Background: an optimization exercise with open tools, aiming at small area, a short achievable clock period and few clock cycles. Do not read the settings as production practice.
RTL that was checked went through simulation tests only; none was proved equivalent to the original.
No activity file was given, so power comes from the tool's default toggle rates.

== lane 1 ==
## fenc
module fenc (
    input  wire        clk,
    input  wire        rst,           
    input  wire        cmd_valid,
    output wire        cmd_ready,
    input  wire [31:0] cmd,
    output wire        rsp_valid,
    output wire        rsp_ok,
    output wire [15:0] rsp_data
);
clock: 20.0 ns
lec_check: 0
cap_margin: 20
core_margin: 2
core_utilization: 40
slew_margin: 20
standard.sh (not shown) runs the stock make flow with config.mk's settings and CLKGATE_MAP_FILE= SYNTH_SCRIPT=/design/flow/synth_recipe.tcl, a recipe that flattens the netlist after the stock synthesis.
==> flow/flow/run.sh <==
#!/bin/bash
# The standard layout (the standard.sh: its synthesis, placement, CTS and
# routing), with settings changed for the steps after synthesis:
# - the ports get buf_4 buffers instead of the smallest buffer cell,
# - repair_timing is asked to leave 11.7 ns of setup slack at the design's
#   clock period, so that cells are sized for a shorter achieved period,
# - core utilisation 40%.
set -euo pipefail
bash standard.sh synth > orfs_synth.log 2>&1
bash standard.sh SETUP_SLACK_MARGIN=11.7 CORE_UTILIZATION=40 "BUFFER_PORTS_ARGS=-buffer_cell sky130_fd_sc_hd__buf_4" finish > orfs_layout.log 2>&1
[inputs] lane 2 vs lane 1
--- a/flow/design.v
+++ b/flow/design.v
@@ -68,34 +68,44 @@
     endfunction
 endmodule
 module fenc_add #(parameter integer W = 25, parameter integer L = 5) (
     input  wire [W-1:0] a,
     input  wire [W-1:0] b,
     output wire [W-1:0] s
 );
-    wire [W-1:0] g [0:L];
-    wire [W-1:0] p [0:L];
+    wire [W-1:0] g [0:2*L];
+    wire [W-1:0] p [0:2*L];
     assign g[0] = a & b;
     assign p[0] = a ^ b;
     genvar l, i;
     generate
-        for (l = 0; l < L; l = l + 1) begin : g_lvl
+        for (l = 0; l < L; l = l + 1) begin : g_up
             for (i = 0; i < W; i = i + 1) begin : g_bit
-                if (((i >> l) & 1) == 1) begin : g_comb
-                    localparam integer J = ((i >> l) << l) - 1;
-                    assign g[l+1][i] = g[l][i] | (p[l][i] & g[l][J]);
-                    assign p[l+1][i] = p[l][i] & p[l][J];
+                if ((((i + 1) % (2 << l)) == 0)) begin : g_comb
+                    assign g[l+1][i] = g[l][i] | (p[l][i] & g[l][i - (1 << l)]);
+                    assign p[l+1][i] = p[l][i] & p[l][i - (1 << l)];
                 end else begin : g_pass
                     assign g[l+1][i] = g[l][i];
                     assign p[l+1][i] = p[l][i];
                 end
             end
         end
+        for (l = L - 1; l >= 0; l = l - 1) begin : g_dn
+            for (i = 0; i < W; i = i + 1) begin : g_bit
+                if ((((i + 1) % (1 << l)) == 0) && (((i + 1) % (2 << l)) != 0) && (i >= (2 << l))) begin : g_comb
+                    assign g[2*L-l][i] = g[2*L-l-1][i] | (p[2*L-l-1][i] & g[2*L-l-1][i - (1 << l)]);
+                    assign p[2*L-l][i] = p[2*L-l-1][i] & p[2*L-l-1][i - (1 << l)];
+                end else begin : g_pass
+                    assign g[2*L-l][i] = g[2*L-l-1][i];
+                    assign p[2*L-l][i] = p[2*L-l-1][i];
+                end
+            end
+        end
     endgenerate
-    assign s = p[0] ^ {g[L][W-2:0], 1'b0};
+    assign s = p[0] ^ {g[2*L][W-2:0], 1'b0};
 endmodule
 module fenc_map (
     input  wire [15:0] a,
     input  wire        proto,         
     input  wire        thr,           
     output wire [15:0] y
 );
@@ -241,14 +251,15 @@
                      OP_SETARM = 8'h03, OP_CSRW   = 8'h04, OP_CSRR   = 8'h05,
                      OP_RDAX   = 8'h06, OP_RDCH   = 8'h07, OP_RDFB   = 8'h08,
                      OP_POP    = 8'h09, OP_REWIND = 8'h0A, OP_RST    = 8'h0F,
                      OP_XORI   = 8'h10, OP_XORB   = 8'h11, OP_CRCI   = 8'h12,
                      OP_CRCB   = 8'h13, OP_MAPM   = 8'h20, OP_MAPC   = 8'h21,
                      OP_FMTM   = 8'h30, OP_FMTC   = 8'h31, OP_ENC    = 8'h40;
     reg         busy;                 
+    reg         hold_q;               
     reg         sq_map, sq_fmt;       
     reg         sq_enc;               
     reg         sq_proto;             
     reg         rsp_ok_q;
     reg [15:0]  rsp_data_q;           
     reg         rs_ax, rs_ch;         
     reg [3:0]   raddr;                
@@ -261,15 +272,15 @@
     reg         fvalid_q, fproto_q, fn16_q;
     reg [5:0]   optr_q;
     reg         err_q;
     reg [2:0]   ecode_q;
     reg [3:0]   cfg_q;                
     reg [10:0]  aom_q, tmm_q, aoc_q, tmc_q;    
     wire seq  = sq_map || sq_fmt;
-    wire idle = !busy && !seq;
+    wire idle = !hold_q;
     wire take = cmd_valid && idle;
     assign cmd_ready = idle && !rst;
     assign rsp_valid = busy && !rst;
     assign rsp_ok    = rsp_ok_q;
     wire [7:0]  op  = cmd[31:24];
     wire [7:0]  idx = cmd[23:16];
     wire [15:0] imm = cmd[15:0];
@@ -414,14 +425,16 @@
         if (!seq)
             raddr <= idx[3:0];
         else if (sq_map)
             raddr <= (mk == 2'd3) ? 4'd0 : raddr + 4'd1;
         else
             raddr <= raddr + 4'd4;
         rst_cmd_q <= !rst && w_rst;
+        hold_q    <= !rst && (take || (sq_map && !(mk == 2'd3 && !sq_enc)) ||
+                              (sq_fmt && fq != 2'd3));
         if (rst) begin
             busy   <= 1'b0;
             sq_map <= 1'b0;
             sq_fmt <= 1'b0;
         end else begin
             busy <= take;
             if (w_map) begin
Findings:
Synthesized area shrinks slightly when moving from lane 1 to lane 2. Power: lane 2 draws less than lane 1. Summary: with lane 1 as the reference, cell-internal power in lane 2 moved down by a few percent. Area: lane 2 vs lane 1 -> lane 2 smaller. Total setup buffers inserted after CTS in lane 2 vs lane 1: up 1.
Testbench counts of lane 2, summed over its fixed seeds: cycles 604,871.
No functional check of the RTL was part of lane 1.

========
Another version of the RTL of fenc (not shown whole).
Size in the first run: about 3,000 cells after synthesis, about 54 I/O pins, roughly 0.034 sq mm of cells after synthesis.
==> flow/design.v (excerpt) <==
module fenc (
    input  wire        clk,
    input  wire        rst,           
    input  wire        cmd_valid,
    output wire        cmd_ready,
    input  wire [31:0] cmd,
    output wire        rsp_valid,
    output wire        rsp_ok,
    output wire [15:0] rsp_data
);
export LEC_CHECK = 0
export CAP_MARGIN = 20
export CORE_MARGIN = 2
export CORE_UTILIZATION = 40
export SLEW_MARGIN = 20
create_clock -name core_clock -period 20.0 [get_ports {clk}]
==> flow/flow/run.sh <==
#!/bin/bash
# The standard layout (the standard.sh: its synthesis, placement, CTS and
# routing), with settings changed for the steps after synthesis:
# - the ports get buf_4 buffers instead of the smallest buffer cell,
# - repair_timing is asked to leave 11.5 ns of setup slack at the design's
#   clock period, so that cells are sized for a shorter achieved period,
# - core utilisation 40%.
set -euo pipefail
bash standard.sh synth > orfs_synth.log 2>&1
bash standard.sh SETUP_SLACK_MARGIN=11.5 CORE_UTILIZATION=40 "BUFFER_PORTS_ARGS=-buffer_cell sky130_fd_sc_hd__buf_4" finish > orfs_layout.log 2>&1
Then changed:
--- a/flow/design.v
+++ b/flow/design.v
@@ -9,14 +9,29 @@
     assign crc_out[2] = ^(v & 16'he7e7);
     assign crc_out[3] = ^(v & 16'hcece);
     assign crc_out[4] = ^(v & 16'h5757);
     assign crc_out[5] = ^(v & 16'haeae);
     assign crc_out[6] = ^(v & 16'h9797);
     assign crc_out[7] = ^(v & 16'he5e5);
 endmodule
+module fenc_crc40 (
+    input  wire [7:0] crc_in,
+    input  wire [39:0] data,
+    output wire [7:0] crc_out
+);
+    wire [47:0] v = {data, crc_in};
+    assign crc_out[0] = ^(v & 48'hcbe117ed3e3e);
+    assign crc_out[1] = ^(v & 48'h96c32fda7d7d);
+    assign crc_out[2] = ^(v & 48'he7664859c5c5);
+    assign crc_out[3] = ^(v & 48'hcecd90b28a8a);
+    assign crc_out[4] = ^(v & 48'h577a36882b2b);
+    assign crc_out[5] = ^(v & 48'haef46c105757);
+    assign crc_out[6] = ^(v & 48'h9708cecd9090);
+    assign crc_out[7] = ^(v & 48'he5f08b761f1f);
+endmodule
 module fenc_crc48 (
     input  wire [7:0] crc_in,
     input  wire [47:0] data,
     output wire [7:0] crc_out
 );
     wire [55:0] v = {data, crc_in};
     assign crc_out[0] = ^(v & 56'hcbe117ed3e4646);
@@ -24,27 +39,14 @@
     assign crc_out[2] = ^(v & 56'he7664859c55e5e);
     assign crc_out[3] = ^(v & 56'hcecd90b28abdbd);
     assign crc_out[4] = ^(v & 56'h577a36882b3d3d);
     assign crc_out[5] = ^(v & 56'haef46c10577a7a);
     assign crc_out[6] = ^(v & 56'h9708cecd90b2b2);
     assign crc_out[7] = ^(v & 56'he5f08b761f2323);
 endmodule
-module fenc_crc_keep (
-    input  wire [7:0] crc_in,
-    output wire [7:0] byte_o
-);
-    assign byte_o[0] = ^(crc_in & 8'h43);
-    assign byte_o[1] = ^(crc_in & 8'h86);
-    assign byte_o[2] = ^(crc_in & 8'h4f);
-    assign byte_o[3] = ^(crc_in & 8'h9f);
-    assign byte_o[4] = ^(crc_in & 8'h7c);
-    assign byte_o[5] = ^(crc_in & 8'hf9);
-    assign byte_o[6] = ^(crc_in & 8'hb1);
-    assign byte_o[7] = ^(crc_in & 8'h21);
-endmodule
 module fenc_clamp (
     input  wire [15:0] v,
     input  wire        p,
     output wire [10:0] c
 );
     wire big = v[14] | v[13] | v[12] | v[11];
     wire lo  = v[15] | (!big && (p ? fenc_lt(v[10:0], 11'd191) : fenc_lt(v[10:0], 11'd1000)));
@@ -260,17 +262,16 @@
     reg         fvalid_q, fproto_q, fn16_q;
     reg [5:0]   optr_q;
     reg         err_q;
     reg [2:0]   ecode_q;
     reg [3:0]   cfg_q;                
     reg [10:0]  aom_q, tmm_q, aoc_q, tmc_q;    
     wire seq  = sq_map || sq_fmt;
-    wire idle = !busy && !seq;
-    wire take = cmd_valid && idle;
-    assign cmd_ready = idle && !rst;
+    wire take = cmd_valid && !busy && !seq && !rst;
+    assign cmd_ready = !busy && !seq && !rst;
     assign rsp_valid = busy && !rst;
     assign rsp_ok    = rsp_ok_q;
     wire [7:0]  op  = cmd[31:24];
     wire [7:0]  idx = cmd[23:16];
     wire [15:0] imm = cmd[15:0];
     wire idx0 = (idx == 8'd0);
     wire imm0 = (imm == 16'd0);
@@ -380,31 +381,28 @@
     wire        m_ord  = sq_proto ? cfg_q[3] : cfg_q[2];
     wire [1:0]  m_slot = mk[1] ? {1'b1, mk[0] ^ m_ord} : mk;
     wire        m_wr   = sq_map;
     wire [10:0] m_aux  = (mk == 2'd0) ? (sq_proto ? 11'd191 : 11'd1000) :
                          armed_q ? (sq_proto ? 11'd1792 : 11'd2000) : (sq_proto ? aoc_q : aom_q);
     wire [15:0] bus_a  = do_rst ? 16'd0 : ldch ? imm : {5'd0, m_out};
     wire [15:0] bus_b  = do_rst ? 16'd0 : ldch ? imm : {5'd0, m_aux};
-    wire [3:0]  f_nib = fq[1] ? fbp[131:128] : fbp[43:40];
-    wire [7:0]  f_acc = (fq == 2'd0) ? 8'hD3 : fbchk;      
-    wire [7:0]  f_keep;
-    fenc_crc_keep u_keep (.crc_in(f_acc), .byte_o(f_keep));
-    wire [7:0]  f_b0  = fq[0] ? {f_vals[3:0], f_nib} : f_keep;
-    wire [39:0] f_b15 = fq[0] ? f_vals[43:4] : f_vals[39:0];
-    wire [7:0]  f_crc;
-    fenc_crc48 u_crc (.crc_in(f_acc), .data({f_b15, f_b0}), .crc_out(f_crc));
+    wire [3:0] f_nib    = fq[1] ? fbp[131:128] : fbp[43:40];
+    wire [7:0] f_crc_in = (fq == 2'd0) ? 8'hD3 : fbchk;      
+    wire [7:0] f_crc_e, f_crc_o;
+    fenc_crc40 u_crc_e (.crc_in(f_crc_in), .data(f_vals[39:0]), .crc_out(f_crc_e));
+    fenc_crc48 u_crc_o (.crc_in(fbchk), .data({f_vals[43:0], f_nib}), .crc_out(f_crc_o));
     reg  [7:0] f_x;
     integer fi;
     always @* begin
         f_x = (fq == 2'd0) ? ((cfg_q[1] ? 8'h20 : 8'h10) ^ 8'hC8) : fbchk;
         if (!fq[1] || cfg_q[1])
             for (fi = 0; fi < 4; fi = fi + 1)
                 f_x = f_x ^ f_vals[11 * fi +: 8] ^ {5'd0, f_vals[11 * fi + 8 +: 3]};
     end
-    wire [7:0] f_chk = sq_proto ? f_crc : f_x;
+    wire [7:0] f_chk = sq_proto ? (fq[0] ? f_crc_o : f_crc_e) : f_x;
     wire       f_end = sq_fmt && (fq == 2'd3);
     wire [7:0] crcb_out;
     fenc_crc8 u_crcb (.crc_in(crc_q), .data(imm[7:0]), .crc_out(crcb_out));
     integer k;
     always @(posedge clk) begin
         rsp_ok_q <= ok;
         rs_csr   <= ok && op == OP_CSRR;
=>
- sequential cell count does not change
- critical path depth rose by 8
- die area rose by 2.3%
- non-clock buffer count fell by 27
- via count fell by 0.58%
- worst setup slack got worse by 0.023 ns
- combinational power rose by about 5%
- routed wire length fell by 4.1%
Testbench counts after the change, summed over its fixed seeds: cycles 604,871.
Only the layout flow was run in the first run of this note; the RTL was not checked for function there.

port drivers added, routing unchanged:
In the flow no input, the clock included, has a driving cell. The finished layouts below were timed again as built, in two steps. Step 1 assumes that a clkbuf_16 drives the clock port and a buf_2 every other input. Step 2 also shifts input and output timing later by t, the mid clock arrival at the registers, as if the neighbouring blocks saw the same clock. Three values: no drivers, after step 1, after step 2; two values: the first two.
run	t (ns)	setup slack, ns	worst hold slack (ns)	clock arrival spread, ns	worst data-port slew with drivers (ns)
lane 1	0.701	11.562 / 11.515 / 11.080	0.500 / 0.500 / 0.500	0.036 / 0.035	0.08
lane 2	0.694	11.692 / 11.644 / 11.408	0.492 / 0.492 / 0.492	0.059 / 0.059	0.06
the first run of note 2	0.712	11.530 / 11.465 / 11.492	0.487 / 0.487 / 0.487	0.053 / 0.053	0.05
the second run of note 2	0.690	11.507 / 11.443 / 11.463	0.506 / 0.506 / 0.506	0.022 / 0.022	0.05
After both steps setup and hold are still met in every run listed. For lane 1, which loses most, drivers alone change the setup slack by -0.047 ns; drivers and shift together by -0.482 ns.
